Source: an optimization exercise on an open RTL-to-GDS flow (aim: small area, a short achievable clock period and few clock cycles). Production flows keep margins and buffers that such runs may drop. At most, simulation tests tie the RTL to the original design; equivalence was not proved. The RTL of runs 1 to 3 and 6 was laid out without a check of its function. Power is estimated from default activity; no workload was simulated.

$ cat design/flow/design.v
module fww_micro_cpu (
    input  wire        clk,
    input  wire        rst,             
    input  wire        start,           
    input  wire [7:0]  start_mpc,
    input  wire        lit_msb_first,   
    output wire        busy,
    output wire        done,
    output wire [15:0] reg_a,
    output wire [15:0] reg_b,
    output wire [15:0] reg_c,
    output wire [15:0] reg_d,
    output wire [15:0] mdr,
    output wire [11:0] mar,
    output wire [7:0]  mpc,
    output wire        cs_req,
    output wire [7:0]  cs_addr,
    input  wire        cs_ack,
    input  wire [21:0] cs_rdata,
    output wire        mem_req,
    output wire        mem_we,
    output wire [11:0] mem_addr,
    output wire [15:0] mem_wdata,
    input  wire        mem_ack,
    input  wire [15:0] mem_rdata
);
    reg        run_r, done_r;
    reg        cs_pend;            
    reg        cs_dly;             
    reg        f_pend;             
    reg        mem_pend;           
    reg        we_r;               
    reg        wr_after;           
    reg        npc_pend;           
    reg        halt_pend;          
    reg [22:19] lw;                
    reg        l_needf;            
    reg [15:0] op2_r;              
    reg [16:5] fc;                 
    reg [15:0] a_r, b_r, c_r, d_r, mdr_r;
    reg [11:0] mar_r;
    reg [7:0]  mpc_r;
    reg        msb_r;
    wire [22:1] cb = cs_rdata;
    wire rd_pend  = mem_pend & ~we_r;
    wire rd_ack   = mem_ack & ~we_r;
    wire mem_done = ~mem_pend | (mem_ack & (we_r | ~wr_after));
    wire go     = start & ~run_r;
    wire e_go   = run_r & cs_ack & ~f_pend;
    wire halt   = (cs_rdata == 22'd0);
    wire f_go   = f_pend & mem_done & ~(fc[6] & rd_pend);
    wire [4:1] cr = run_r ? cb[4:1] : 4'd0;
    reg [15:0] v2a;
    always @(*) begin
        v2a = 16'd0;
        if (cr[1]) v2a = a_r;
        if (cr[2]) v2a = b_r;
        if (cr[3]) v2a = c_r;
        if (cr[4]) v2a = d_r;
    end
    wire [15:0] v2s = cb[8] ? {v2a[14:0], 1'b0} : v2a;
    wire [22:17] sb = npc_pend ? {lw, 2'b00} : cb[22:17];
    wire [7:0] lit8 = msb_r ? {cb[15], cb[16], cb[17], cb[18], cb[19], cb[20], cb[21], cb[22]}
                            : {cb[8], cb[7], cb[6], cb[5], cb[4], cb[3], cb[2], cb[1]};
    wire [15:0] mdr_f = rd_pend ? mem_rdata : mdr_r;
    wire a_zero = (a_r == 16'd0);
    reg [7:0] v1b;
    always @(*) begin
        v1b = 8'd0;
        if (sb[17]) v1b = 8'd1;
        if (sb[18]) v1b = lit8;
        if (sb[19]) v1b = a_zero ? 8'd1 : 8'd2;
        if (sb[20]) v1b = a_r[15] ? 8'd1 : 8'd2;
        if (sb[21]) v1b = {4'd0, mdr_f[15:12]};
    end
    wire [7:0] npc = v1b + (sb[22] ? mpc_r : 8'd0);
    wire late = cb[21] ? (cb[13] | cb[15] | rd_pend) : ((cb[19] | cb[20]) & cb[9]);
    wire late_go = npc_pend & (~l_needf | ~f_pend) & (~lw[21] | ~rd_pend | mem_ack);
    wire f_wait = cb[6] & rd_pend;
    wire [15:0] v1a = fc[6] ? mdr_r : {15'd0, fc[5]};
    wire [15:0] v1s = fc[8] ? {v1a[14:0], 1'b0} : v1a;
    wire [15:0] v3  = op2_r + (v1s ^ {16{fc[7]}}) + {15'd0, fc[7]};
    assign busy  = run_r;
    assign done  = done_r;
    assign reg_a = a_r;
    assign reg_b = b_r;
    assign reg_c = c_r;
    assign reg_d = d_r;
    assign mdr   = mdr_r;
    assign mar   = mar_r;
    assign mpc   = mpc_r;
    assign cs_req    = cs_pend;
    assign cs_addr   = mpc_r;
    assign mem_req   = mem_pend;
    assign mem_we    = we_r;
    assign mem_addr  = mar_r;
    assign mem_wdata = mdr_r;
    always @(posedge clk) begin
        if (rst) begin
            run_r     <= 1'b0;
            done_r    <= 1'b0;
            cs_pend   <= 1'b0;
            cs_dly    <= 1'b0;
            f_pend    <= 1'b0;
            mem_pend  <= 1'b0;
            npc_pend  <= 1'b0;
            halt_pend <= 1'b0;
        end else if (go) begin
            run_r     <= 1'b1;
            done_r    <= 1'b0;
            cs_pend   <= 1'b1;
            cs_dly    <= 1'b0;
            f_pend    <= 1'b1;
            mem_pend  <= 1'b0;
            npc_pend  <= 1'b0;
            halt_pend <= 1'b0;
        end else if (run_r) begin
            if (mem_ack) begin
                if (~we_r & wr_after) begin
                    we_r     <= 1'b1;
                    wr_after <= 1'b0;
                end else
                    mem_pend <= 1'b0;
            end
            if (f_go) begin
                f_pend <= 1'b0;
                if (fc[15] | fc[16]) begin
                    mem_pend <= 1'b1;
                    we_r     <= ~fc[15];
                    wr_after <= fc[15] & fc[16];
                end
            end
            if (cs_dly) begin
                cs_dly  <= 1'b0;
                cs_pend <= 1'b1;
            end
            if (late_go) begin
                npc_pend <= 1'b0;
                cs_pend  <= 1'b1;
            end
            if (halt_pend & mem_done) begin
                halt_pend <= 1'b0;
                run_r     <= 1'b0;
                done_r    <= 1'b1;
            end
            if (e_go) begin
                if (halt) begin
                    cs_pend <= 1'b0;
                    if (mem_done) begin
                        run_r  <= 1'b0;
                        done_r <= 1'b1;
                    end else
                        halt_pend <= 1'b1;
                end else begin
                    f_pend   <= 1'b1;
                    npc_pend <= late;
                    cs_pend  <= ~late & ~f_wait;
                    cs_dly   <= ~late & f_wait;
                end
            end
        end
    end
    wire rd_only = rd_ack & ~(f_go & fc[13]);
    always @(posedge clk) begin
        if (go | e_go) begin
            op2_r <= v2s;
            fc    <= run_r ? cb[16:5] : 12'b0011_1111_0000;
        end
        if (f_go & fc[9])  a_r <= v3;
        if (f_go & fc[10]) b_r <= v3;
        if (f_go & fc[11]) c_r <= v3;
        if (f_go & fc[12]) d_r <= v3;
        if ((f_go & fc[13]) | rd_ack) mdr_r <= rd_only ? mem_rdata : v3;
        if (f_go & fc[14]) mar_r <= v3[11:0];
        if (go) begin
            mpc_r <= start_mpc;
            msb_r <= lit_msb_first;
        end else if ((e_go & ~halt & ~late) | late_go)
            mpc_r <= npc;
        if (e_go) begin
            lw      <= cb[22:19];
            l_needf <= cb[9] | cb[13] | cb[15];
        end
    end
endmodule
$ cat design/flow/config.mk
export PLATFORM = sky130hd
export DESIGN_NAME = fww_micro_cpu
export DESIGN_NICKNAME = fww_micro_cpu
export VERILOG_FILES = /design/flow/design.v
export SDC_FILE = /design/flow/constraint.sdc
export NUM_CORES = 4
export LEC_CHECK = 0
export CAP_MARGIN = 20
export CORE_MARGIN = 2
export CORE_UTILIZATION = 40
export SETUP_SLACK_MARGIN = 5
export SLEW_MARGIN = 20
$ cat design/flow/constraint.sdc
create_clock -name core_clock -period 8.0 [get_ports {clk}]
set_input_delay 1.6000 -clock core_clock [delete_from_list [all_inputs] [get_ports {clk}]]
set_output_delay 1.6000 -clock core_clock [all_outputs]
set_load 0.01 [all_outputs]
$ cat design/flow/run.sh
#!/bin/bash
# synth_recipe.tcl (not shown) runs the flow's synth.tcl, then flattens the netlist and writes it again
# the make line also repeats each setting of config.mk as NAME=value (left out here)
make -C /OpenROAD-flow-scripts/flow DESIGN_CONFIG=/design/flow/config.mk WORK_HOME=/design/flow/orfs CLKGATE_MAP_FILE= SYNTH_SCRIPT=/design/flow/synth_recipe.tcl finish
==> flow_summary_export.csv, run 1 <==
group,metric,value,unit
pwr,power.density,273,mW/mm²
route,wl_final,24300,µm
sta,finalSetupViolCount,0,
pwr,swShare,32.9,%
die,design.die.area,0.0204,mm²
clock_network,cts_buffers,17,
finish,fillCellCount,1464,
pwr,switching_power,1.05,mW
logic_synthesis,post_synth_inst_count,664,
pwr,vdd_ir_drop_max,0.000179,V
global_routing,grt_antenna_before_repair,0,
global_routing,grt_pass1_vias,6215,
worst_hold_path,hp-class,"register to register",
place,place.port_buffers,192,
setup_path,crit_required,8.17,ns
clock_network,clock-root-buffer,"sky130_fd_sc_hd__clkbuf_16",
logic_synthesis,ys_seq_elements,144,
setup_path,cp_max_fo,7,
logic_synthesis,synth_seq_area_share,55.0,%
route,drc,0,
sta,maxSlewHeadroom,52.9,%
place,hpwlAfterDp,16600,µm
logic_synthesis,synthArstFlopShare,0,%
logic_synthesis,mappedNetlistArea,0.00772,mm²
sta,worstMarginPinSlew,0.701,ns
logic_synthesis,synth_top_flop_cell,"sky130_fd_sc_hd__edfxtp_1",
finish,layout.nets,960,
finish,layout.cells.non_filler,1157,
die,die_x,143,µm
pwr,share_comb_of_total_power,40.0,%
sta,finalHoldViolations,0,
sta,timing.setup.tns,0,ns
logic_synthesis,netlist_cell_types,67,
die,core_area,0.0188,mm²
logic_synthesis,mappedNetlistNets,739,
global_routing,grt.total_usage,22.8,%
route,antenna_violating_nets_post_route,0,
clock_network,cts_num_sinks,144,
die,floorplan.io_pins,193,
finish,flow.area_growth_from_synthesis,51.3,%
clock_network,ctsLongestPathBuffers,2,
sta,period_minus_slack,3.62,ns
clock_network,worst_setup_hold_path_clk_slew,0.06,ns
finish,num_antenna_cells,0,
sta,slew_viol_final,0,
global_routing,maximum_number_of_pins_on_one_net_before_global_route_repair,43,
route,viasPerCell,5.49,
finish,layout-drive-gt1-share,28.7,%
die,die_y,143,µm
place,placed_cells_incl_taps,1056,
finish,final-seq-area,0.00425,mm²
logic_synthesis,syn-mean-instance-area,11.6,µm²
die,initial_utilization,41.0,%
clock_network,cts_htree_levels,4,
outcome,run_status,"finished clean",
route,drt_iter0_markers,463,
setup_path,critical_path.endpoint_type,"register",
logic_synthesis,synth_edf_count,136,
setup_path,kind_of_critical_path,"input pin to register",
pwr,leakage,4.76,nW
route,vias,6353,
die,row_count,50,
flow_run,drv_cap,0,
setup_path,setup.worst_path.start_class,"input pin",
clock_network,cts_tree,"built",
sta,fmax,277,MHz
route,drt_first_pass_iters,5,
place,gp_routability_congestion,0.903,
sta,post_route_clock_period_utilization,45.2,%
global_routing,global_route_wire_length_before_repair,34900,µm
finish,multi_input_comb_area,0.00385,mm²
setup_path,timing.critical_path.arrival,3.78,ns
logic_synthesis,synthesis.yosys.warnings,1,
route,drt-wirelength-per-cell,21.0,µm
global_routing,overflow,0,
pwr,clkPwrFrac,24.2,%
sta,finClkSkew,0.0140,ns
pwr,internal_power,2.14,mW
pwr,p_seq_share,35.8,%
sta,rsz0062_at_grt,"true",
clock_network,holdBufCountCts,0,
clock_network,clk_latency,0.42,ns
==> critical path: stages <==
cell,delay (ns)
sky130_fd_sc_hd__buf_12,0.11
sky130_fd_sc_hd__mux2_4,0.28
sky130_fd_sc_hd__nand2_4,0.06
sky130_fd_sc_hd__o21ai_4,0.06
sky130_fd_sc_hd__a21oi_2,0.14
sky130_fd_sc_hd__a21oi_2,0.08
sky130_fd_sc_hd__ha_2,0.19
sky130_fd_sc_hd__fa_2,0.39
sky130_fd_sc_hd__a21o_1,0.19
sky130_fd_sc_hd__a21oi_2,0.18
sky130_fd_sc_hd__o21bai_1,0.10
sky130_fd_sc_hd__a21oi_2,0.15
sky130_fd_sc_hd__xor2_1,0.18
sky130_fd_sc_hd__o21ai_1,0.08
==> placed cells by master (no fill, tap or decap), drive strengths merged, types with 3 or more instances in the layout <==
cell / netlist / final
and2: 13 / 14
clkdlybuf4s50: 0 / 116
dlymetal6s2s: 0 / 46
dfxtp: 8 / 8
nand4: 3 / 3
nand2: 63 / 63
o21ai: 19 / 19
a222oi: 16 / 16
nor4: 10 / 10
clkbuf: 20 / 21
a21o: 4 / 4
a31oi: 5 / 5
mux2i: 27 / 27
o21a: 3 / 3
nor2: 48 / 48
edfxtp: 136 / 136
inv: 14 / 17
nor3: 25 / 25
ha: 21 / 21
clkinv: 1 / 8
nand3: 7 / 7
buf: 45 / 83
nor2b: 12 / 12
xor2: 7 / 7
a211oi: 5 / 5
nand2b: 12 / 12
o31ai: 4 / 4
mux2: 26 / 26
a21oi: 47 / 47
dlygate4sd2: 0 / 18
xnor2: 29 / 29
==> registers in the layout (all words and copies together), names as in the netlist, 8 cells and up <==
register	count
mar_r	12
fc	12
b_r	16
mdr_r	16
op2_r	16
d_r	16
c_r	16
mpc_r	8
a_r	16
==> repair_timing <==
action / 4_1_cts / 5_1_grt
resized for setup: 141 / 145
gates cloned: 1 / 0
setup endpoints to repair: 252 / 247
buffers inserted: 43 / 26
pin swaps: 37 / 55
==> metal layers <==
metal	vias to the layer above	GRT usage (%)	routed length, µm
met3	51	3.96	1450
met2	292	40.5	12700
li1	2900	-	-
met4	0	9.12	811
met5	-	0	0
met1	3110	27.4	9350
==> kinds of logic (layout without fill, tap and decap cells) <==
kind of cell	after synthesis	in the layout	synth area share [%]
xor gates and xnor gates	36	36	4.08
DFF	144	144	55.0
AOI/OAI and AO/OA	124	124	10.8
and+or+nand+nor	204	205	12.9
muxes	53	53	7.49
buffers and inverters	80	312	5.80
adders and majority gates	23	23	3.92
==> synthesized netlist by cell type (13+ instances only) <==
library cell	count	area [µm²]
sky130_fd_sc_hd__edfxtp_1	136	4080
sky130_fd_sc_hd__a222oi_1	16	160
sky130_fd_sc_hd__nor3_1	23	115
sky130_fd_sc_hd__mux2i_1	25	250
sky130_fd_sc_hd__buf_4	36	270
sky130_fd_sc_hd__a21oi_1	47	235
sky130_fd_sc_hd__nor2_1	48	180
sky130_fd_sc_hd__ha_1	21	263
sky130_fd_sc_hd__xnor2_1	29	254
sky130_fd_sc_hd__and2_1	13	81.3
sky130_fd_sc_hd__mux2_2	24	270
sky130_fd_sc_hd__nand2_1	62	233
sky130_fd_sc_hd__o21ai_0	18	90.1
sky130_fd_sc_hd__clkbuf_1	20	75.1
sky130_fd_sc_hd__inv_1	14	52.6
==> power groups by stage <==
stage                     Clock, mW  Combinational (mW)  Sequential (mW)
after floorplan                   0               0.507             1.17
after global placement            0               0.928             1.17
after detailed placement          0               0.943             1.17
after CTS                     0.778                1.09             1.15
after global routing          0.812                1.35             1.16
final                         0.772                1.28             1.14
==> cell type report <==
cell class | count | share of cell area (%)
Multi-Input combinational cell | 441 | 33.0
Clock buffer | 18 | 3.67
Tap cell | 260 | 2.78
Clock inverter | 13 | 1.18
Timing Repair Buffer | 266 | 22.5
Sequential cell | 144 | 36.4
Inverter | 15 | 0.493
==> worst paths after layout <==
kind | cells after the start | to | slack, ns | start
worst max register to register | 13 | mpc_r[6] | 4.72 | a_r[0]
worst min-delay path | 2 | cs_dly | 0.47 | cs_dly
worst min register to register | 2 | cs_dly | 0.47 | cs_dly
worst max-delay path | 14 | mpc_r[6] | 4.38 | cs_rdata[19]
==> per-stage QoR <==
| step | hold slack, ns | power, mW | worst slack, ns | utilization [%] | instance area (µm²) |
|---|---|---|---|---|---|
| finish | 0.473 | 3.19 | 4.38 | 62.0 | 11700 |
| global route | 0.493 | 3.32 | 4.24 | 62.0 | 11700 |
| CTS | 0.477 | 3.02 | 4.33 | 57.9 | 10900 |
| detailed placement | 0.458 | 2.12 | 3.38 | 51.6 | 9720 |
| global placement | 0.445 | 2.10 | 3.50 | 51.5 | 9700 |
| floorplan | 0.432 | 1.68 | 4.28 | - | 7820 |
==> run 2, diff against run 1 <==
--- a/design/flow/design.v
+++ b/design/flow/design.v
@@ -60,19 +60,45 @@
     end
     wire [15:0] v2s = cb[8] ? {v2a[14:0], 1'b0} : v2a;
-    wire [22:17] sb = npc_pend ? {lw, 2'b00} : cb[22:17];
     wire [7:0] lit8 = msb_r ? {cb[15], cb[16], cb[17], cb[18], cb[19], cb[20], cb[21], cb[22]}
                             : {cb[8], cb[7], cb[6], cb[5], cb[4], cb[3], cb[2], cb[1]};
     wire [15:0] mdr_f = rd_pend ? mem_rdata : mdr_r;
+    wire [7:0] mdr4  = {4'd0, mdr_f[15:12]};
     wire a_zero = (a_r == 16'd0);
-    reg [7:0] v1b;
+    wire [7:0] m1 = mpc_r + 8'd1;
+    wire [7:0] m2 = mpc_r + 8'd2;
+    wire [7:0] mm = mpc_r + mdr4;
+    wire [7:0] ml = mpc_r + lit8;
+    wire [7:0] a20 = a_r[15] ? 8'd1 : 8'd2;
+    wire [7:0] a19 = a_zero  ? 8'd1 : 8'd2;
+    wire [7:0] r20 = a_r[15] ? m1 : m2;
+    wire [7:0] r19 = a_zero  ? m1 : m2;
+    reg [7:0] npc_e, npc_l;
     always @(*) begin
-        v1b = 8'd0;
-        if (sb[17]) v1b = 8'd1;
-        if (sb[18]) v1b = lit8;
-        if (sb[19]) v1b = a_zero ? 8'd1 : 8'd2;
-        if (sb[20]) v1b = a_r[15] ? 8'd1 : 8'd2;
-        if (sb[21]) v1b = {4'd0, mdr_f[15:12]};
-    end
-    wire [7:0] npc = v1b + (sb[22] ? mpc_r : 8'd0);
+        if (cb[22]) begin
+            npc_e = mpc_r;
+            if (cb[17]) npc_e = m1;
+            if (cb[18]) npc_e = ml;
+            if (cb[19]) npc_e = r19;
+            if (cb[20]) npc_e = r20;
+            if (cb[21]) npc_e = mm;
+        end else begin
+            npc_e = 8'd0;
+            if (cb[17]) npc_e = 8'd1;
+            if (cb[18]) npc_e = lit8;
+            if (cb[19]) npc_e = a19;
+            if (cb[20]) npc_e = a20;
+            if (cb[21]) npc_e = mdr4;
+        end
+        if (lw[22]) begin
+            npc_l = r19;
+            if (lw[20]) npc_l = r20;
+            if (lw[21]) npc_l = mm;
+        end else begin
+            npc_l = a19;
+            if (lw[20]) npc_l = a20;
+            if (lw[21]) npc_l = mdr4;
+        end
+    end
+    wire [7:0] npc = npc_pend ? npc_l : npc_e;
     wire late = cb[21] ? (cb[13] | cb[15] | rd_pend) : ((cb[19] | cb[20]) & cb[9]);
     wire late_go = npc_pend & (~l_needf | ~f_pend) & (~lw[21] | ~rd_pend | mem_ack);
==> run 2 against run 1 <==
Net effect:
- still clean on timing, DRC and antenna
- die area rose by 15%
- via count rose by 24%
- synthesized cell count up 25%
- worst hold slack improved by 0.011 ns
- utilization down 1.2 points
- global-route usage grew 2.3 points
- flip-flop and latch count fell by 1
- largest power group unchanged
==> flow_summary_export.csv, run 2 <==
group,metric,value,unit
outcome,run_status,"finished clean",
finish,layout-drive-gt1-share,30.8,%
sta,slew_viol_final,0,
logic_synthesis,mappedNetlistArea,0.00887,mm²
route,wl_final,30700,µm
global_routing,maximum_number_of_pins_on_one_net_before_global_route_repair,42,
setup_path,kind_of_critical_path,"register to register",
sta,post_route_clock_period_utilization,43.6,%
finish,final_cell_area,0.0133,mm²
finish,fillCellCount,1762,
die,die_y,153,µm
setup_path,crit_required,8.30,ns
finish,final_cell_mix,"sky130_fd_sc_hd__edfxtp_1, sky130_fd_sc_hd__buf_4, sky130_fd_sc_hd__clkdlybuf4s50_1",
sta,worstMarginPinSlew,0.942,ns
worst_hold_path,hp-class,"register to register",
setup_path,path_cells,"mux2i_4, nor2_4, mux2_4, fa_2, a21o_1, a21o_1, a21oi_2, o21ai_2, a211o_1, o31a_1, or4b_1, nand3_1",
place,gp_routability_congestion,0.876,
die,die_x,153,µm
global_routing,grt.total_usage,25.1,%
logic_synthesis,synth_edf_count,135,
pwr,total_power,3.54,mW
logic_synthesis,yosysMostFrequentCell,"sky130_fd_sc_hd__edfxtp_1",
route,drc,0,
sta,period_minus_slack,3.49,ns
logic_synthesis,synthArstFlopShare,0,%
logic_synthesis,synth_top_cells_by_count,"sky130_fd_sc_hd__edfxtp_1, sky130_fd_sc_hd__a21oi_1, sky130_fd_sc_hd__nand2_1",
route,drt_first_pass_iters,5,
finish,final_common_cell,"sky130_fd_sc_hd__edfxtp_1",
die,core_area,0.0218,mm²
die,floorplan.io_pins,193,
finish,multi_input_comb_area,0.00495,mm²
logic_synthesis,post_synth_inst_count,833,
logic_synthesis,syn-mean-instance-area,10.7,µm²
logic_synthesis,netlist_cell_types,69,
finish,flow.area_growth_from_synthesis,49.5,%
setup_path,worst_path_most_repeated_cell,"sky130_fd_sc_hd__a21o_1",
die,initial_utilization,40.7,%
logic_synthesis,synth_seq_area_share,47.5,%
logic_synthesis,synth_top_flop_cell,"sky130_fd_sc_hd__edfxtp_1",
logic_synthesis,synth_area_leaders,"sky130_fd_sc_hd__edfxtp_1, sky130_fd_sc_hd__mux2_2, sky130_fd_sc_hd__xnor2_1, sky130_fd_sc_hd__ha_1, sky130_fd_sc_hd__a21oi_1",
setup_path,critPathMaxStageDelay,0.53,ns
sta,maxSlewHeadroom,37.1,%
sta,whs,0.483,ns
sta,fmax,286,MHz
worst_hold_path,timing.hold.worst_endpoint,"done_r",
sta,finalHoldViolations,0,
route,viasPerCell,5.74,
sta,rsz0062_at_grt,"true",
route,route.layer.met1.wl,12400,µm
worst_hold_path,hold_path.startpoint,"done_r",
global_routing,overflow,0,
place,detailed_place.area,0.0109,mm²
die,row_count,54,
die,design.die.area,0.0234,mm²
place,place.port_buffers,192,
clock_network,clock-root-buffer,"sky130_fd_sc_hd__clkbuf_16",
flow_run,drv_cap,0,
sta,finalSetupViolCount,0,
sta,finClkSkew,0.0103,ns
clock_network,cts_htree_levels,4,
setup_path,cp_max_fo,3,
route,drt-wirelength-per-cell,22.4,µm
setup_path,buffers_inverters_on_critical_path,0,
setup_path,r2r_setup_slack,4.51,ns
setup_path,timing.rr.start,"fc[6]",
clock_network,cts_buffers,17,
setup_path,timing.critical_path.max_delay_family,"compound AO/OA/AOI/OAI gates",
finish,num_antenna_cells,0,
setup_path,r2r_cells,12,
clock_network,ctsLongestPathBuffers,2,
finish,layout.nets,1162,
setup_path,worst_r2r_dst,"mdr_r[14]",
finish,final-seq-area,0.00422,mm²
route,antenna_violating_nets_post_route,0,
logic_synthesis,ys_seq_elements,143,
pwr,power.density,267,mW/mm²
route,met2_wirelength,14900,µm
route,met3WireLength,2450,µm
place,hpwlAfterDp,19900,µm
clock_network,cts_num_sinks,143,
global_routing,global_route_wire_length_before_repair,45000,µm
route,drt_iter0_markers,726,
route,vias,7884,
logic_synthesis,yosys.area.top_type,"sky130_fd_sc_hd__edfxtp_1",
logic_synthesis,synthesis.yosys.warnings,1,
clock_network,worst_setup_hold_path_clk_slew,0.07,ns
setup_path,setup.worst_path.start_class,"register",
route,highest-signal-layer,"met5",
logic_synthesis,synth.top_cell.area_share,45.7,%
sta,timing.setup.tns,0,ns
worst_hold_path,hold_path_stages,1,
setup_path,critical_path.endpoint_type,"register",
setup_path,timing.critical_path.arrival,3.79,ns
pwr,vdd_ir_drop_max,0.000148,V
logic_synthesis,mappedNetlistNets,915,
pwr,leakage,5.41,nW
clock_network,cts_tree,"built",
clock_network,clk_latency,0.43,ns
global_routing,grt_antenna_before_repair,1,
global_routing,grt_pass1_vias,7655,
setup_path,cpMaxStageDelayCell,"sky130_fd_sc_hd__or4b_1",
run 2: repair_timing:
action	CTS	global route
pin swaps	68	63
hold buffers	0	0
gates resized for setup	203	115
buffers inserted	93	25
setup endpoints to repair	285	189
cloned	2	0
run 2: metrics by stage:
| step | setup WS [ns] | cells | util (%) |
|---|---|---|---|
| 6_report | 4.51 | 1373 | 60.8 |
| 5_1_grt | 4.38 | 1373 | 60.8 |
| 4_1_cts | 4.50 | 1348 | 57.9 |
| 3_5_place_dp | 3.44 | 1221 | 49.8 |
| 3_3_place_gp | 3.47 | 1221 | 49.8 |
| 2_1_floorplan | 4.39 | 833 | - |
run 2: metal layers:
| metal | global-route usage, % | vias to the layer above |
|---|---|---|
| li1 | - | 3569 |
| met1 | 32.2 | 3826 |
| met2 | 42.2 | 419 |
| met3 | 4.56 | 68 |
| met4 | 9.79 | 2 |
| met5 | 0 | - |
run 2: worst max-delay path by stage:
| stage | depth (start not counted) | endpoint | start |
|---|---|---|---|
| 2_1_floorplan | 13 | mpc_r[4] | cs_rdata[21] |
| 3_3_place_gp | 11 | mpc_r[4] | cs_rdata[2] |
| 5_1_grt | 13 | mdr_r[14] | fc[6] |
| 3_5_place_dp | 11 | mpc_r[6] | cs_rdata[2] |
| 6_report | 12 | mdr_r[14] | fc[6] |
| 4_1_cts | 12 | mdr_r[14] | fc[6] |
run 2: area by class of cell:
cell class	instances	share of cell area [%]
multi-input cells	580	37.3
flip-flops and latches	143	31.8
repair buffers	318	23.4
clock buffers	17	3.21
well taps	280	2.64
clock inverters	15	1.08
inverters	20	0.622
run 2: power by group:
group | switching [mW] | internal, mW | total [mW] | leakage (nW)
combinational | 0.795 | 0.825 | 1.62 | 3.79
clock | 0.365 | 0.415 | 0.780 | 0.278
sequential | 0.0906 | 1.05 | 1.14 | 1.34
run 2: cell families (layout without fill, tap and decap cells):
kind of cell             after synthesis  in the layout  share of synthesized area (%)
flip-flops                           143            143                           47.5
multiplexers                          70             70                           8.67
XOR/XNOR                              58             58                           5.72
AND/OR/NAND/NOR                      231            231                           12.6
buffers and inverters                111            370                           6.33
AO/OA/AOI/OAI                        190            191                           14.7
adder cells (fa/ha/maj)               30             30                           4.48
==> run 3, diff against run 2 <==
==> design/flow/flow/run.sh (new file) <==
#!/bin/bash
# The standard layout, with the port buffers made of buf_1 cells instead of
# the delay-buffer cells buffer_ports picks by default. The output of the
# standard flow goes to standard.log; ORFS's per-step logs stay under orfs/logs.
set -euo pipefail
export BUFFER_PORTS_ARGS="-buffer_cell sky130_fd_sc_hd__buf_1"
bash standard.sh > standard.log 2>&1
==> design/flow/standard.sh (new file) <==
#!/bin/bash
# synth_recipe.tcl (not shown) runs the flow's synth.tcl, then flattens the netlist and writes it again
# the make line also repeats each setting of config.mk as NAME=value (left out here)
make -C /OpenROAD-flow-scripts/flow DESIGN_CONFIG=/design/flow/config.mk WORK_HOME=/design/flow/orfs CLKGATE_MAP_FILE= SYNTH_SCRIPT=/design/flow/synth_recipe.tcl "${@:-finish}"
removed: design/flow/run.sh
==> run 3 against run 2 <==
Net effect:
- wire length is 5.7% lower
- clock skew up 0.0050 ns
- critical path type unchanged
- total power is 5.9% lower
- critical path depth is 1 higher
- clock power rose by 3.2%
==> flow_summary_export.csv, run 3 <==
group,metric,value,unit
finish,multi_input_comb_area,0.00468,mm²
route,drt-wirelength-per-cell,21.8,µm
logic_synthesis,ys_seq_elements,143,
finish,fillCellCount,1924,
clock_network,cts_htree_levels,4,
logic_synthesis,syn-mean-instance-area,10.7,µm²
place,gp_routability_congestion,0.890,
setup_path,setup.worst_path.start_class,"register",
finish,flow.area_growth_from_synthesis,28.3,%
setup_path,worst_path_most_repeated_cell,"sky130_fd_sc_hd__a21o_1",
pwr,p_seq_share,34.7,%
pwr,leakage,4.12,nW
setup_path,critical_path.endpoint_type,"register",
finish,final_cell_mix,"sky130_fd_sc_hd__buf_1, sky130_fd_sc_hd__edfxtp_1, sky130_fd_sc_hd__buf_4",
sta,timing.setup.tns,0,ns
logic_synthesis,synth_top_cells_by_count,"sky130_fd_sc_hd__edfxtp_1, sky130_fd_sc_hd__a21oi_1, sky130_fd_sc_hd__nand2_1",
global_routing,global_route_wire_length_before_repair,42200,µm
setup_path,critPathMaxStageDelay,0.51,ns
setup_path,buffers_inverters_on_critical_path,0,
pwr,switching_power,1.21,mW
finish,num_antenna_cells,0,
die,die_y,153,µm
setup_path,crit_required,8.28,ns
global_routing,grt_pass1_vias,7171,
die,initial_utilization,40.7,%
clock_network,cts_num_sinks,143,
finish,final_common_cell,"sky130_fd_sc_hd__buf_1",
pwr,internal_power,2.12,mW
logic_synthesis,synth_edf_count,135,
finish,final-seq-area,0.00421,mm²
outcome,run_status,"finished clean",
clock_network,clock-root-buffer,"sky130_fd_sc_hd__clkbuf_16",
die,row_count,54,
logic_synthesis,synth_top_flop_cell,"sky130_fd_sc_hd__edfxtp_1",
route,antenna_violating_nets_post_route,0,
setup_path,timing.critical_path.arrival,3.85,ns
setup_path,kind_of_critical_path,"register to register",
logic_synthesis,mappedNetlistArea,0.00887,mm²
sta,fmax,280,MHz
global_routing,overflow,0,
sta,post_route_clock_period_utilization,44.6,%
place,dp_worst_setup_slack,3.77,ns
sta,maxSlewHeadroom,40.6,%
route,drc,0,
finish,utilization,52.2,%
pwr,power.density,292,mW/mm²
sta,whs,0.485,ns
logic_synthesis,synth_area_leaders,"sky130_fd_sc_hd__edfxtp_1, sky130_fd_sc_hd__mux2_2, sky130_fd_sc_hd__xnor2_1, sky130_fd_sc_hd__ha_1, sky130_fd_sc_hd__a21oi_1",
global_routing,grt_antenna_before_repair,0,
die,design.die.area,0.0234,mm²
die,core_area,0.0218,mm²
route,viasPerCell,5.76,
logic_synthesis,yosys.area.top_type,"sky130_fd_sc_hd__edfxtp_1",
sta,period_minus_slack,3.57,ns
setup_path,path_cells,"mux2i_4, nor2_1, a31oi_1, xnor2_1, fa_2, a21o_1, a21o_1, a21oi_2, o21ai_2, a211o_1, o31a_1, or4b_1, nand3_1",
die,floorplan.io_pins,193,
pwr,share_comb_of_total_power,41.1,%
global_routing,grt.total_usage,23.5,%
global_routing,maximum_number_of_pins_on_one_net_before_global_route_repair,43,
route,drt_iter0_markers,711,
logic_synthesis,synth_seq_area_share,47.5,%
sta,finalHoldViolations,0,
clock_network,clk_latency,0.43,ns
place,hpwlAfterDp,19400,µm
logic_synthesis,yosysMostFrequentCell,"sky130_fd_sc_hd__edfxtp_1",
sta,slew_viol_final,0,
clock_network,cts_tree,"built",
pwr,vdd_ir_drop_max,0.000145,V
worst_hold_path,hp-class,"register to register",
place,place.port_buffers,192,
setup_path,cp_max_fo,3,
logic_synthesis,synthesis.yosys.warnings,1,
clock_network,ctsLongestPathBuffers,2,
sta,finClkSkew,0.0153,ns
clock_network,cts_buffers,17,
route,vias,7636,
pwr,clkPwrFrac,24.2,%
sta,final_critical_path_setup_slack,4.43,ns
flow_run,drv_cap,0,
pwr,swShare,36.3,%
finish,layout-drive-gt1-share,24.2,%
setup_path,timing.critical_path.max_delay_family,"compound AO/OA/AOI/OAI gates",
route,wl_final,29000,µm
logic_synthesis,post_synth_inst_count,833,
setup_path,cpMaxStageDelayCell,"sky130_fd_sc_hd__or4b_1",
sta,rsz0062_at_grt,"true",
clock_network,worst_setup_hold_path_clk_slew,0.06,ns
logic_synthesis,netlist_cell_types,69,
die,die_x,153,µm
route,drt_first_pass_iters,6,
sta,finalSetupViolCount,0,
sta,worstMarginPinSlew,0.884,ns
logic_synthesis,synth.top_cell.area_share,45.7,%
finish,layout.nets,1114,
logic_synthesis,synthArstFlopShare,0,%
logic_synthesis,mappedNetlistNets,915,
run 3: timing repair:
action	4_1_cts	5_1_grt
endpoints found under the hold margin	0	0
hold buffers	0	0
pin swaps	42	43
gates resized for setup	51	57
endpoints found under the setup margin	115	123
setup buffers	48	20
run 3: per-stage QoR:
stage                     instance area, µm²  cells  power (mW)
after floorplan                         9090    833        1.85
after global placement                  9710   1225        2.13
after detailed placement                9710   1225        2.14
after CTS                              10900   1305        3.15
after global routing                   11400   1325        3.47
final                                  11400   1325        3.33
run 3: logic make-up after synthesis:
logic type	count (synthesis)	share of synthesized area, %
and+or+nand+nor	231	12.6
muxes	70	8.67
buffers and inverters	111	6.33
AOI/OAI and AO/OA	190	14.7
DFF	143	47.5
adders and majority gates	30	4.48
xor gates and xnor gates	58	5.72
run 3: worst paths after layout:
check         start        end  slack, ns  cells after the start
min          done_r     done_r       0.49                      1
max reg2reg   fc[6]  mdr_r[14]       4.43                     13
min reg2reg  done_r     done_r       0.49                      1
max           fc[6]  mdr_r[14]       4.43                     13
run 3: metal layers:
layer / wire (µm) / global-route usage [%] / vias to the layer above
li1: - / - / 3477
met1: 11500 / 31.2 / 3637
met2: 13900 / 38.0 / 451
met3: 2490 / 4.51 / 71
met4: 1090 / 9.61 / 0
met5: 0 / 0 / -
run 3: power groups by stage:
stage                     Clock, mW  Sequential (mW)  Combinational (mW)
after floorplan                   0             1.18               0.671
after global placement            0             1.19               0.946
after detailed placement          0             1.19               0.954
after CTS                     0.817             1.16                1.17
after global routing          0.848             1.17                1.46
final                         0.805             1.15                1.37
run 3: cell type report:
type / count / area share, %
multi-input cells: 579 / 41.1
flip-flops and latches: 143 / 37.0
repair buffers: 271 / 12.9
clock buffers: 17 / 3.74
well taps: 280 / 3.08
clock inverters: 15 / 1.46
inverters: 20 / 0.659
run 3: worst register-to-register path, delay by kind of cell (launching register included):
kind | cells | cell delay, ns
compound gates | 7 | 1.45
simple gates | 3 | 0.69
flops | 1 | 0.47
fa+ha+maj | 1 | 0.37
mux | 1 | 0.33
xor+xnor | 1 | 0.14
==> run 4, diff against run 3 <==
--- a/design/flow/design.v
+++ b/design/flow/design.v
@@ -37,4 +37,6 @@
     reg        l_needf;            
     reg [15:0] op2_r;              
+    reg [15:0] op1_r;              
+    reg [7:0]  lr;                 
     reg [16:5] fc;                 
     reg [15:0] a_r, b_r, c_r, d_r, mdr_r;
@@ -68,5 +70,5 @@
     wire [7:0] m2 = mpc_r + 8'd2;
     wire [7:0] mm = mpc_r + mdr4;
-    wire [7:0] ml = mpc_r + lit8;
+    wire [7:0] ml = mpc_r + lr;
     wire [7:0] a20 = a_r[15] ? 8'd1 : 8'd2;
     wire [7:0] a19 = a_zero  ? 8'd1 : 8'd2;
@@ -78,5 +80,5 @@
             npc_e = mpc_r;
             if (cb[17]) npc_e = m1;
-            if (cb[18]) npc_e = ml;
+            if (cb[18]) npc_e = mpc_r;    
             if (cb[19]) npc_e = r19;
             if (cb[20]) npc_e = r20;
@@ -91,5 +93,6 @@
         end
         if (lw[22]) begin
-            npc_l = r19;
+            npc_l = ml;
+            if (lw[19]) npc_l = r19;
             if (lw[20]) npc_l = r20;
             if (lw[21]) npc_l = mm;
@@ -101,10 +104,13 @@
     end
     wire [7:0] npc = npc_pend ? npc_l : npc_e;
-    wire late = cb[21] ? (cb[13] | cb[15] | rd_pend) : ((cb[19] | cb[20]) & cb[9]);
+    wire late = cb[21] ? (cb[13] | cb[15] | rd_pend) :
+                (cb[19] | cb[20]) ? cb[9] : (cb[18] & cb[22]);
     wire late_go = npc_pend & (~l_needf | ~f_pend) & (~lw[21] | ~rd_pend | mem_ack);
     wire f_wait = cb[6] & rd_pend;
-    wire [15:0] v1a = fc[6] ? mdr_r : {15'd0, fc[5]};
-    wire [15:0] v1s = fc[8] ? {v1a[14:0], 1'b0} : v1a;
-    wire [15:0] v3  = op2_r + (v1s ^ {16{fc[7]}}) + {15'd0, fc[7]};
+    wire [8:5] oc = f_pend ? fc[8:5] : (run_r ? cb[8:5] : 4'd0);
+    wire [15:0] v1a = oc[6] ? mdr_f : {15'd0, oc[5]};
+    wire [15:0] v1s = oc[8] ? {v1a[14:0], 1'b0} : v1a;
+    wire [15:0] v1n = v1s ^ {16{oc[7]}};
+    wire [15:0] v3  = op2_r + op1_r + {15'd0, fc[7]};
     assign busy  = run_r;
     assign done  = done_r;
@@ -189,4 +195,6 @@
     wire rd_only = rd_ack & ~(f_go & fc[13]);
     always @(posedge clk) begin
+        if (go | e_go | (f_pend & fc[6] & rd_pend))
+            op1_r <= v1n;
         if (go | e_go) begin
             op2_r <= v2s;
@@ -206,4 +214,5 @@
         if (e_go) begin
             lw      <= cb[22:19];
+            lr      <= lit8;
             l_needf <= cb[9] | cb[13] | cb[15];
         end
--- a/design/flow/config.mk
+++ b/design/flow/config.mk
@@ -8,5 +8,5 @@
 export CAP_MARGIN = 20
 export CORE_MARGIN = 2
-export CORE_UTILIZATION = 40
+export CORE_UTILIZATION = 60
 export SETUP_SLACK_MARGIN = 5
 export SLEW_MARGIN = 20
==> run 4 against run 3 <==
Net effect:
- still clean
- via count grew 7.4%
- sequential share of layout area rose by 5.9 points
- flip-flop and latch count is 25 higher
- clock power up 0.5%
- die area fell by 27%
- fmax increased by 5.1%
- global-route usage is 9.6 points higher
- clock skew fell by 0.0060 ns
- sequential power increased by 9.6%
- non-clock buffer count shrank 33
- cell count is 2.8% lower
==> flow_summary_export.csv, run 4 <==
group,metric,value,unit
finish,multi_input_comb_area,0.00458,mm²
sta,final_critical_path_setup_slack,4.60,ns
setup_path,crit_required,8.18,ns
logic_synthesis,mappedNetlistArea,0.00970,mm²
logic_synthesis,syn-mean-instance-area,11.0,µm²
route,drt-wirelength-per-cell,22.7,µm
global_routing,grt_antenna_before_repair,0,
setup_path,timing.rr.start,"we_r",
route,drt_first_pass_iters,6,
place,hpwlAfterDp,20700,µm
sta,rsz0062_at_grt,"true",
sta,fmax,295,MHz
global_routing,maximum_number_of_pins_on_one_net_before_global_route_repair,41,
logic_synthesis,synth_edf_count,160,
place,place.port_buffers,192,
setup_path,r2r_cells,13,
global_routing,grt_pass1_vias,7775,
finish,final_common_cell,"sky130_fd_sc_hd__buf_1",
die,floorplan.io_pins,193,
die,core_area,0.0158,mm²
finish,num_antenna_cells,0,
clock_network,clk_latency,0.43,ns
clock_network,cts_buffers,17,
finish,final-seq-area,0.00496,mm²
setup_path,r2r_setup_slack,4.84,ns
clock_network,cts_tree,"built",
global_routing,grt.total_usage,33.1,%
sta,finClkSkew,0.00933,ns
die,die_y,131,µm
finish,layout.nets,1142,
sta,worstMarginPinSlew,0.834,ns
logic_synthesis,synthArstFlopShare,0,%
logic_synthesis,mappedNetlistNets,963,
logic_synthesis,netlist_cell_types,62,
global_routing,global_route_wire_length_before_repair,44100,µm
sta,period_minus_slack,3.40,ns
die,die_x,131,µm
route,viasPerCell,6.37,
route,drc,0,
die,design.die.area,0.0172,mm²
logic_synthesis,post_synth_inst_count,880,
setup_path,worst_r2r_dst,"mpc_r[4]",
pwr,leakage,4.12,nW
worst_hold_path,timing.hold.worst_endpoint,"done_r",
logic_synthesis,ys_seq_elements,168,
clock_network,worst_setup_hold_path_clk_slew,0.07,ns
pwr,vdd_ir_drop_max,0.000167,V
logic_synthesis,synthesis.yosys.warnings,1,
logic_synthesis,synth.top_cell.area_share,49.6,%
worst_hold_path,hold_path.startpoint,"done_r",
place,gp_routability_congestion,0.970,
place,detailed_place.area,0.0104,mm²
die,row_count,46,
finish,layout-drive-gt1-share,16.1,%
sta,finalSetupViolCount,0,
place,dp_worst_setup_slack,3.90,ns
flow_run,drv_cap,0,
setup_path,critical_path.endpoint_type,"register",
setup_path,timing.critical_path.arrival,3.57,ns
setup_path,kind_of_critical_path,"input pin to register",
logic_synthesis,yosys.area.top_type,"sky130_fd_sc_hd__edfxtp_1",
logic_synthesis,synth_top_cells_by_count,"sky130_fd_sc_hd__edfxtp_1, sky130_fd_sc_hd__nand2_1, sky130_fd_sc_hd__nor2_1",
worst_hold_path,hold_path_stages,1,
finish,fillCellCount,1127,
pwr,total_power,2.98,mW
clock_network,ctsLongestPathBuffers,2,
sta,post_route_clock_period_utilization,42.4,%
logic_synthesis,synth_area_leaders,"sky130_fd_sc_hd__edfxtp_1, sky130_fd_sc_hd__ha_1, sky130_fd_sc_hd__mux2i_1, sky130_fd_sc_hd__mux2_2, sky130_fd_sc_hd__nand2_1",
worst_hold_path,hp-class,"register to register",
finish,flow.area_growth_from_synthesis,19.4,%
setup_path,setup.worst_path.start_class,"input pin",
setup_path,cp_max_fo,3,
finish,final_cell_mix,"sky130_fd_sc_hd__buf_1, sky130_fd_sc_hd__edfxtp_1, sky130_fd_sc_hd__nand2_1",
outcome,run_status,"finished clean",
sta,slew_viol_final,0,
finish,final_cell_area,0.0116,mm²
logic_synthesis,synth_top_flop_cell,"sky130_fd_sc_hd__edfxtp_1",
global_routing,overflow,0,
sta,maxSlewHeadroom,44.0,%
route,vias,8202,
die,initial_utilization,61.3,%
pwr,power.density,257,mW/mm²
sta,finalHoldViolations,0,
route,antenna_violating_nets_post_route,0,
clock_network,cts_num_sinks,168,
logic_synthesis,synth_seq_area_share,51.2,%
logic_synthesis,yosysMostFrequentCell,"sky130_fd_sc_hd__edfxtp_1",
route,drt_iter0_markers,922,
sta,timing.setup.tns,0,ns
clock_network,clock-root-buffer,"sky130_fd_sc_hd__clkbuf_16",
route,wl_final,29200,µm
clock_network,cts_htree_levels,4,
==> run 4: cell type report <==
cell class	count	share of cell area, %
inverter	19	0.627
clock buffer	17	3.67
clock inverter	15	1.39
sequential	168	42.9
multi-input combinational	615	39.6
timing repair buffer	238	9.53
tap	216	2.33
==> run 4: how the worst max path moves through the flow <==
stage,from,endpoint
after floorplan,mem_rdata[12],mpc_r[6]
after global placement,mem_rdata[12],mpc_r[6]
after detailed placement,mem_ack,mar_r[6]
after CTS,mem_rdata[12],mpc_r[6]
after global routing,mem_rdata[12],mpc_r[4]
final,mem_rdata[12],mpc_r[4]
==> run 4: layer usage <==
metal / routed length, µm / up-vias / track usage (%)
met4: 1220 / 0 / 16.5
met3: 2260 / 91 / 4.51
met5: 0 / - / 0
met1: 11100 / 3960 / 42.1
li1: - / 3656 / -
met2: 14600 / 495 / 55.9
==> run 4: where the power goes <==
| group | internal, mW | leakage [nW] | total [mW] | switching [mW] |
|---|---|---|---|---|
| sequential | 1.16 | 1.58 | 1.26 | 0.0931 |
| combinational | 0.354 | 2.26 | 0.912 | 0.558 |
| clock | 0.418 | 0.287 | 0.809 | 0.391 |
==> run 4: logic make-up after synthesis <==
kind of cell               after synthesis  share of synthesized area [%]
adders and majority gates               31                           4.31
and+or+nand+nor                        260                           13.4
DFF                                    168                           51.2
AOI/OAI and AO/OA                      211                           14.5
buffers and inverters                   98                           5.34
xor gates and xnor gates                53                           4.79
muxes                                   59                           6.44
==> run 4: worst max-delay path: stages <==
cell                       delay [ns]
sky130_fd_sc_hd__buf_8           0.11
sky130_fd_sc_hd__nand2_8         0.06
sky130_fd_sc_hd__nand2_8         0.05
sky130_fd_sc_hd__ha_4            0.17
sky130_fd_sc_hd__fa_2            0.34
sky130_fd_sc_hd__a21o_1          0.19
sky130_fd_sc_hd__a21oi_4         0.24
sky130_fd_sc_hd__buf_6           0.14
sky130_fd_sc_hd__xnor2_2         0.06
sky130_fd_sc_hd__o22ai_1         0.15
sky130_fd_sc_hd__nor2_1          0.09
sky130_fd_sc_hd__a222oi_1        0.28
sky130_fd_sc_hd__o21ai_1         0.10
==> run 4: repair_timing <==
item,CTS,global route
resized for setup,36,28
endpoints found under the setup margin,163,124
hold buffers,0,0
pin swaps,22,16
gates cloned,1,0
buffers inserted,14,23
==> run 4: through the flow <==
stage	utilization, %	hold WS [ns]	std cells
after floorplan	-	0.495	880
after global placement	65.8	0.456	1218
after detailed placement	65.8	0.480	1218
after CTS	71.2	0.498	1265
after global routing	73.2	0.517	1288
final	73.2	0.491	1288
Testbench counts of run 4, summed over its fixed seeds: cycles 46,948.
==> run 5, diff against run 4 <==
--- a/design/flow/config.mk
+++ b/design/flow/config.mk
@@ -8,5 +8,5 @@
 export CAP_MARGIN = 20
 export CORE_MARGIN = 2
-export CORE_UTILIZATION = 60
+export CORE_UTILIZATION = 40
 export SETUP_SLACK_MARGIN = 5
 export SLEW_MARGIN = 20
==> run 5 against run 4 <==
Net effect:
- still clean on timing, DRC and antenna
- utilization decreased by 24 points
- sequential share of layout area decreased by 0.28 points
- flip-flop and latch count unchanged
- combinational power decreased by 2%
- sequential power about the same
- count of clock-buffer cells in the layout increased by 1
- via count decreased by 4.1%
- critical path type unchanged
- critical endpoint is now mpc_r[5]
- largest cell class unchanged
- largest power group unchanged
==> flow_summary_export.csv, run 5 <==
group,metric,value,unit
route,wl_final,29800,µm
die,die_y,160,µm
logic_synthesis,synth.top_cell.area_share,49.6,%
logic_synthesis,synth_top_cells_by_count,"sky130_fd_sc_hd__edfxtp_1, sky130_fd_sc_hd__nand2_1, sky130_fd_sc_hd__nor2_1",
logic_synthesis,synthesis.yosys.warnings,1,
setup_path,kind_of_critical_path,"input pin to register",
global_routing,maximum_number_of_pins_on_one_net_before_global_route_repair,40,
route,drt-wirelength-per-cell,21.6,µm
finish,flow.area_growth_from_synthesis,20.2,%
global_routing,grt.total_usage,23.0,%
logic_synthesis,synth_mux_area_share,6.44,%
flow_run,drv_cap,0,
route,drc,0,
pwr,vdd_ir_drop_max,0.000189,V
sta,timing.setup.tns,0,ns
finish,num_antenna_cells,0,
die,initial_utilization,41.1,%
route,viasPerCell,5.70,
logic_synthesis,netlist_cell_types,62,
setup_path,crit_required,8.19,ns
global_routing,global_route_wire_length_before_repair,45000,µm
clock_network,holdBufCountCts,0,
die,core_area,0.0236,mm²
finish,utilization,49.4,%
clock_network,clock-root-buffer,"sky130_fd_sc_hd__clkbuf_16",
logic_synthesis,synth_area_leaders,"sky130_fd_sc_hd__edfxtp_1, sky130_fd_sc_hd__ha_1, sky130_fd_sc_hd__mux2i_1, sky130_fd_sc_hd__mux2_2, sky130_fd_sc_hd__nand2_1",
clock_network,cts_num_sinks,168,
logic_synthesis,synth_edf_count,160,
route,antenna_violating_nets_post_route,0,
worst_hold_path,hp-class,"register to register",
clock_network,worst_setup_hold_path_clk_slew,0.07,ns
setup_path,critical_path.endpoint_type,"register",
logic_synthesis,syn-mean-instance-area,11.0,µm²
global_routing,overflow,0,
die,row_count,56,
sta,finClkSkew,0.0121,ns
sta,worstMarginPinSlew,0.849,ns
clock_network,ctsLongestPathBuffers,2,
clock_network,cts_buffers,17,
clock_network,clk_latency,0.43,ns
logic_synthesis,synth_fa_ha_area_share,4.31,%
die,floorplan.io_pins,193,
logic_synthesis,synth-compound-area-share,14.5,%
clock_network,cts_htree_levels,4,
global_routing,grt_antenna_before_repair,0,
logic_synthesis,yosys.area.top_type,"sky130_fd_sc_hd__edfxtp_1",
pwr,leakage,4.04,nW
logic_synthesis,area_share_of_and_or_nand_nor_cells_after_synthesis,13.4,%
global_routing,grt_pass1_vias,7374,
sta,slew_viol_final,0,
route,drt_first_pass_iters,5,
sta,post_route_clock_period_utilization,42.5,%
place,hpwlAfterDp,21400,µm
clock_network,cts_tree,"built",
outcome,run_status,"finished clean",
place,place.port_buffers,192,
logic_synthesis,synth_top_flop_cell,"sky130_fd_sc_hd__edfxtp_1",
sta,period_minus_slack,3.40,ns
setup_path,timing.critical_path.arrival,3.59,ns
route,vias,7862,
finish,layout.nets,1132,
sta,fmax,294,MHz
pwr,power.density,255,mW/mm²
logic_synthesis,synthArstFlopShare,0,%
sta,finalSetupViolCount,0,
logic_synthesis,synth_xor_xnor_area_share,4.79,%
finish,final_cell_mix,"sky130_fd_sc_hd__buf_1, sky130_fd_sc_hd__edfxtp_1, sky130_fd_sc_hd__nand2_1",
setup_path,cp_max_fo,3,
logic_synthesis,mappedNetlistArea,0.00970,mm²
sta,rsz0062_at_grt,"true",
logic_synthesis,ys_seq_elements,168,
place,gp_routability_congestion,0.901,
logic_synthesis,yosysMostFrequentCell,"sky130_fd_sc_hd__edfxtp_1",
finish,final_common_cell,"sky130_fd_sc_hd__buf_1",
logic_synthesis,combinational_family_with_the_most_area_after_synthesis,"compound AO/OA/AOI/OAI gates",
logic_synthesis,mappedNetlistNets,963,
die,die_x,160,µm
logic_synthesis,post_synth_inst_count,880,
route,drt_iter0_markers,953,
finish,layout-drive-gt1-share,15.8,%
sta,finalHoldViolations,0,
setup_path,setup.worst_path.start_class,"input pin",
logic_synthesis,synth_seq_area_share,51.2,%
die,design.die.area,0.0255,mm²
sta,maxSlewHeadroom,43.0,%
## run 5: cell counts after synthesis
No cell type changed its count.
## run 5: cell families (layout without fill, tap and decap cells)
kind of cell    Yosys count  after routing
xor+xnor                 53             53
compound gates          211            212
mux                      59             59
simple gates            260            260
flops                   168            168
fa+ha+maj                31             31
buf+inv                  98            278
## run 5: power breakdown
part | switching [mW] | leakage, nW | internal [mW]
clock network | 0.376 | 0.279 | 0.437
logic | 0.557 | 2.19 | 0.340
registers | 0.0978 | 1.58 | 1.16
total | 1.03 | 4.04 | 1.94
## run 5: critical path, stage by stage
cell and delay [ns]:
sky130_fd_sc_hd__buf_6 0.10, sky130_fd_sc_hd__mux2i_4 0.22, sky130_fd_sc_hd__inv_2 0.08, sky130_fd_sc_hd__buf_4 0.15
sky130_fd_sc_hd__ha_4 0.21, sky130_fd_sc_hd__a211o_1 0.27, sky130_fd_sc_hd__a21oi_2 0.21, sky130_fd_sc_hd__nand2b_4 0.18
sky130_fd_sc_hd__xnor2_1 0.06, sky130_fd_sc_hd__o32ai_1 0.14, sky130_fd_sc_hd__a211oi_1 0.09, sky130_fd_sc_hd__a221o_1 0.28
## run 5: per-stage QoR
step / hold WS, ns / total power [mW] / instance area, µm² / std cells / setup WS [ns]
after floorplan: 0.495 / 1.80 / 9800 / 880 / 4.49
after global routing: 0.500 / 3.10 / 11700 / 1380 / 4.53
final: 0.468 / 2.97 / 11700 / 1380 / 4.60
after CTS: 0.474 / 2.93 / 11400 / 1371 / 4.57
after global placement: 0.453 / 2.06 / 10600 / 1324 / 3.93
after detailed placement: 0.459 / 2.07 / 10600 / 1324 / 3.90
## run 5: layer usage
metal	GRT usage, %	wire length, µm	vias up
met5	0	0	-
met2	36.5	13700	392
met4	5.41	473	0
met3	3.35	1920	33
met1	33.3	13700	3802
li1	-	-	3635
## run 5: area by class of cell
| cell class | count | area (µm²) |
|---|---|---|
| multi-input combinational | 615 | 4610 |
| inverter | 19 | 76.3 |
| timing repair buffer | 228 | 1040 |
| fill | 2170 | 12000 |
| clock buffer | 18 | 429 |
| tap | 319 | 399 |
| sequential | 168 | 4960 |
| clock inverter | 13 | 139 |
## run 5: what timing repair did
action                                  CTS  global route
hold endpoints to repair                  0             0
cloned                                    1             0
endpoints found under the setup margin   80            64
setup buffers                            15             9
resized for setup                        34            31
pin swaps                                20            22
## run 5: final timing paths
kind,start,end,slack (ns),depth (start not counted)
worst min-delay path,done_r,done_r,0.47,1
worst min register to register,done_r,done_r,0.47,1
worst max register to register,we_r,mpc_r[4],4.77,13
worst max-delay path,mem_rdata[13],mpc_r[5],4.60,12
==> run 6, diff against run 5 <==
--- a/design/flow/design.v
+++ b/design/flow/design.v
@@ -38,5 +38,5 @@
     reg [15:0] op2_r;              
     reg [15:0] op1_r;              
-    reg [7:0]  lr;                 
+    reg [3:0]  lr;                 
     reg [16:5] fc;                 
     reg [15:0] a_r, b_r, c_r, d_r, mdr_r;
@@ -65,10 +65,11 @@
                             : {cb[8], cb[7], cb[6], cb[5], cb[4], cb[3], cb[2], cb[1]};
     wire [15:0] mdr_f = rd_pend ? mem_rdata : mdr_r;
-    wire [7:0] mdr4  = {4'd0, mdr_f[15:12]};
+    wire [7:0] mdr4  = {4'd0, mdr_r[15:12]};
+    wire [7:0] lit_l = msb_r ? {fc[15], fc[16], lr[0], 5'b10001} : {fc[8:5], lr};
+    wire use_lit = npc_pend & ~lw[21] & ~lw[20] & ~lw[19];
     wire a_zero = (a_r == 16'd0);
     wire [7:0] m1 = mpc_r + 8'd1;
     wire [7:0] m2 = mpc_r + 8'd2;
-    wire [7:0] mm = mpc_r + mdr4;
-    wire [7:0] ml = mpc_r + lr;
+    wire [7:0] mm = mpc_r + (use_lit ? lit_l : mdr4);
     wire [7:0] a20 = a_r[15] ? 8'd1 : 8'd2;
     wire [7:0] a19 = a_zero  ? 8'd1 : 8'd2;
@@ -93,5 +94,5 @@
         end
         if (lw[22]) begin
-            npc_l = ml;
+            npc_l = mm;
             if (lw[19]) npc_l = r19;
             if (lw[20]) npc_l = r20;
@@ -106,5 +107,5 @@
     wire late = cb[21] ? (cb[13] | cb[15] | rd_pend) :
                 (cb[19] | cb[20]) ? cb[9] : (cb[18] & cb[22]);
-    wire late_go = npc_pend & (~l_needf | ~f_pend) & (~lw[21] | ~rd_pend | mem_ack);
+    wire late_go = npc_pend & (~l_needf | ~f_pend) & (~lw[21] | ~rd_pend);
     wire f_wait = cb[6] & rd_pend;
     wire [8:5] oc = f_pend ? fc[8:5] : (run_r ? cb[8:5] : 4'd0);
@@ -214,5 +215,5 @@
         if (e_go) begin
             lw      <= cb[22:19];
-            lr      <= lit8;
+            lr      <= msb_r ? {3'd0, cb[17]} : cb[4:1];
             l_needf <= cb[9] | cb[13] | cb[15];
         end
==> run 6 against run 5 <==
Net effect:
- cell count down 0.94%
- die area down 2.7%
- flip-flop and latch count down 4
- non-clock buffer count up 8
- setup slack better by 0.31 ns
- synthesized area down 2.8%
- count of clock-buffer cells in the layout unchanged
- largest power group unchanged
==> flow_summary_export.csv, run 6 <==
group,metric,value,unit
logic_synthesis,mappedNetlistArea,0.00942,mm²
route,drt_iter0_markers,823,
setup_path,critical_path.endpoint_type,"register",
worst_hold_path,hold_path_stages,1,
pwr,vdd_ir_drop_max,0.000181,V
setup_path,kind_of_critical_path,"register to register",
logic_synthesis,ys_seq_elements,164,
finish,final_common_cell,"sky130_fd_sc_hd__buf_1",
die,die_y,157,µm
global_routing,maximum_number_of_pins_on_one_net_before_global_route_repair,43,
route,viasPerCell,5.52,
logic_synthesis,synthArstFlopShare,0,%
sta,timing.setup.tns,0,ns
logic_synthesis,synth_top_cells_by_count,"sky130_fd_sc_hd__edfxtp_1, sky130_fd_sc_hd__nand2_1, sky130_fd_sc_hd__nor2_1",
route,antenna_violating_nets_post_route,0,
setup_path,r2r_cells,11,
setup_path,worst_r2r_dst,"mpc_r[7]",
setup_path,cp_max_fo,13,
clock_network,clk_latency,0.43,ns
clock_network,cts_htree_levels,4,
die,floorplan.io_pins,193,
logic_synthesis,synth.top_cell.area_share,49.7,%
sta,worstMarginPinSlew,0.819,ns
sta,rsz0062_at_grt,"true",
route,met3WireLength,1940,µm
finish,layout.nets,1114,
pwr,leakage,3.94,nW
setup_path,setup.worst_path.start_class,"register",
clock_network,clock-root-buffer,"sky130_fd_sc_hd__clkbuf_16",
route,route.layer.met1.wl,13000,µm
sta,whs,0.486,ns
die,initial_utilization,40.4,%
logic_synthesis,netlist_cell_types,75,
sta,finalHoldViolations,0,
global_routing,grt_pass1_vias,6978,
finish,layout-drive-gt1-share,15.8,%
route,vias,7552,
pwr,power.density,251,mW/mm²
finish,layout.cells.non_filler,1367,
setup_path,r2r_setup_slack,4.91,ns
logic_synthesis,post_synth_inst_count,861,
place,place.port_buffers,192,
logic_synthesis,synth_area_leaders,"sky130_fd_sc_hd__edfxtp_1, sky130_fd_sc_hd__nand2_1, sky130_fd_sc_hd__ha_1, sky130_fd_sc_hd__mux2i_1, sky130_fd_sc_hd__buf_4",
setup_path,crit_required,8.19,ns
outcome,run_status,"finished clean",
finish,final_cell_area,0.0114,mm²
logic_synthesis,yosysMostFrequentCell,"sky130_fd_sc_hd__edfxtp_1",
logic_synthesis,synth_seq_area_share,51.4,%
route,drc,0,
finish,flow.area_growth_from_synthesis,21.0,%
clock_network,worst_setup_hold_path_clk_slew,0.07,ns
finish,num_antenna_cells,0,
setup_path,timing.rr.start,"npc_pend",
clock_network,ctsLongestPathBuffers,2,
setup_path,path_cells,"or4b_4, buf_6, o21ai_2, ha_2, nand3_1, a21oi_2, o41ai_2, xnor2_1, buf_4, a22oi_2, o22a_1",
setup_path,critPathMaxStageDelay,0.56,ns
route,drt_first_pass_iters,8,
logic_synthesis,synthesis.yosys.warnings,1,
flow_run,drv_cap,0,
route,wl_final,28300,µm
worst_hold_path,hold_path.startpoint,"done_r",
finish,final_cell_mix,"sky130_fd_sc_hd__buf_1, sky130_fd_sc_hd__edfxtp_1, sky130_fd_sc_hd__nand2_1",
logic_synthesis,yosys.area.top_type,"sky130_fd_sc_hd__edfxtp_1",
global_routing,global_route_wire_length_before_repair,41700,µm
place,hpwlAfterDp,20300,µm
place,gp_routability_congestion,0.866,
route,met2_wirelength,12900,µm
die,core_area,0.0233,mm²
sta,period_minus_slack,3.09,ns
sta,post_route_clock_period_utilization,38.6,%
route,highest-signal-layer,"met4",
route,drt-wirelength-per-cell,20.7,µm
place,detailed_place.area,0.0102,mm²
setup_path,timing.critical_path.arrival,3.27,ns
place,placed_cells_incl_taps,1301,
logic_synthesis,mappedNetlistNets,940,
logic_synthesis,synth_edf_count,156,
global_routing,grt_antenna_before_repair,0,
sta,slew_viol_final,0,
setup_path,cpMaxStageDelayCell,"sky130_fd_sc_hd__or4b_4",
sta,maxSlewHeadroom,45.0,%
logic_synthesis,synth_top_flop_cell,"sky130_fd_sc_hd__edfxtp_1",
clock_network,cts_tree,"built",
die,row_count,56,
global_routing,grt.total_usage,22.5,%
sta,fmax,324,MHz
sta,finalSetupViolCount,0,
worst_hold_path,timing.hold.worst_endpoint,"done_r",
worst_hold_path,hp-class,"register to register",
logic_synthesis,syn-mean-instance-area,10.9,µm²
sta,finClkSkew,0.0122,ns
die,design.die.area,0.0248,mm²
clock_network,cts_num_sinks,164,
die,die_x,157,µm
clock_network,cts_buffers,17,
global_routing,overflow,0,
==> run 6: cell types whose count changed in the layout (fill, tap and decap cells not counted), moves of 8 or more <==
cell                      delta
sky130_fd_sc_hd__xnor2_1    -10
sky130_fd_sc_hd__nand2_1     +8
sky130_fd_sc_hd__o21ai_0    -16
sky130_fd_sc_hd__a21o_1      -9
sky130_fd_sc_hd__mux2_2     -12
==> run 6: layer usage <==
layer  vias up  global-route usage (%)
met5         -                       0
met1      3662                    32.6
met4         0                    6.49
li1       3552                       -
met3        29                    4.46
met2       309                    34.3
==> run 6: report_power, final <==
part / switching (mW) / internal, mW / leakage (nW)
registers: 0.104 / 1.13 / 1.54
logic: 0.501 / 0.311 / 2.12
clock network: 0.377 / 0.440 / 0.282
==> run 6: what timing repair did <==
action,CTS,global route
gates cloned,1,0
resized for setup,29,45
endpoints found under the setup margin,115,78
hold buffers,0,0
setup buffers,13,20
pin swaps,13,32
==> run 6: kinds of logic after synthesis <==
logic type               Yosys count  share of synthesized area [%]
buffers and inverters            102                           5.63
adder cells (fa/ha/maj)           27                           3.82
XOR/XNOR                          44                           4.09
AND/OR/NAND/NOR                  285                           15.1
multiplexers                      49                           5.70
AO/OA/AOI/OAI                    190                           14.3
flip-flops                       164                           51.4
==> run 6: cell type report <==
cell class / count / area [µm²]
multi-input cells: 596 / 4430
inverters: 20 / 76.3
fillers: 2201 / 11900
flip-flops and latches: 164 / 4850
clock buffers: 18 / 429
well taps: 319 / 399
repair buffers: 236 / 1080
clock inverters: 14 / 140
==> run 6: worst max-delay path: cells and delay by family, from the launching register on <==
family | cells | cell delay (ns)
buffers and inverters | 2 | 0.32
adder cells (fa/ha/maj) | 1 | 0.31
AO/OA/AOI/OAI | 5 | 0.88
XOR/XNOR | 1 | 0.21
AND/OR/NAND/NOR | 2 | 0.68
flip-flops | 1 | 0.45
==> run 6: stage by stage <==
step                setup WS (ns)  util [%]  power (mW)
floorplan                    4.84         -        1.71
global placement             3.95      43.8        1.94
detailed placement           4.04      43.8        1.95
CTS                          4.99      47.2        2.78
global route                 4.82      48.9        2.99
finish                       4.91      48.9        2.86
==> run 6: worst max-delay path by stage <==
| stage | start | to | slack, ns |
|---|---|---|---|
| finish | npc_pend | mpc_r[7] | 4.91 |
| global route | lw[20] | mpc_r[7] | 4.82 |
| CTS | cs_rdata[1] | op2_r[8] | 4.99 |
| detailed placement | cs_rdata[7] | op1_r[14] | 4.04 |
| global placement | mem_ack | mdr_r[9] | 3.95 |
| floorplan | cs_rdata[8] | mpc_r[0] | 4.84 |

## static timing again, ports no longer ideal
The flow's constraints put no driver on any port. The routed layouts listed below were extracted and timed again, unchanged, in two steps. Step 1: set_driving_cell puts a clkbuf_16 on clk and a buf_2 on each other input, an assumption about the parent block. Step 2 adds t to the input delays and takes it off the output delays; t is the mean of the earliest and latest rising clock arrival at the registers after step 1. Input paths then give back, and output paths get back, about the clock's delay inside the block. Three values: no drivers, after step 1, after step 2; two values: the first two.
run | t, ns | slack for setup (ns) | cell pins on the clock port's net
run 1 | 0.458 | 4.385 / 4.383 / 3.925 | 1
run 2 | 0.472 | 4.509 / 4.509 / 4.111 | 1
run 3 | 0.462 | 4.432 / 4.432 / 4.138 | 1
run 4 | 0.468 | 4.605 / 4.607 / 4.139 | 1
run 5 | 0.469 | 4.600 / 4.608 / 4.139 | 1
run 6 | 0.472 | 4.911 / 4.911 / 4.534 | 1
After both steps setup and hold are still met in every run listed. The setup slack of run 4, which loses most, moves by +0.002 ns with the drivers and by -0.466 ns with both steps.
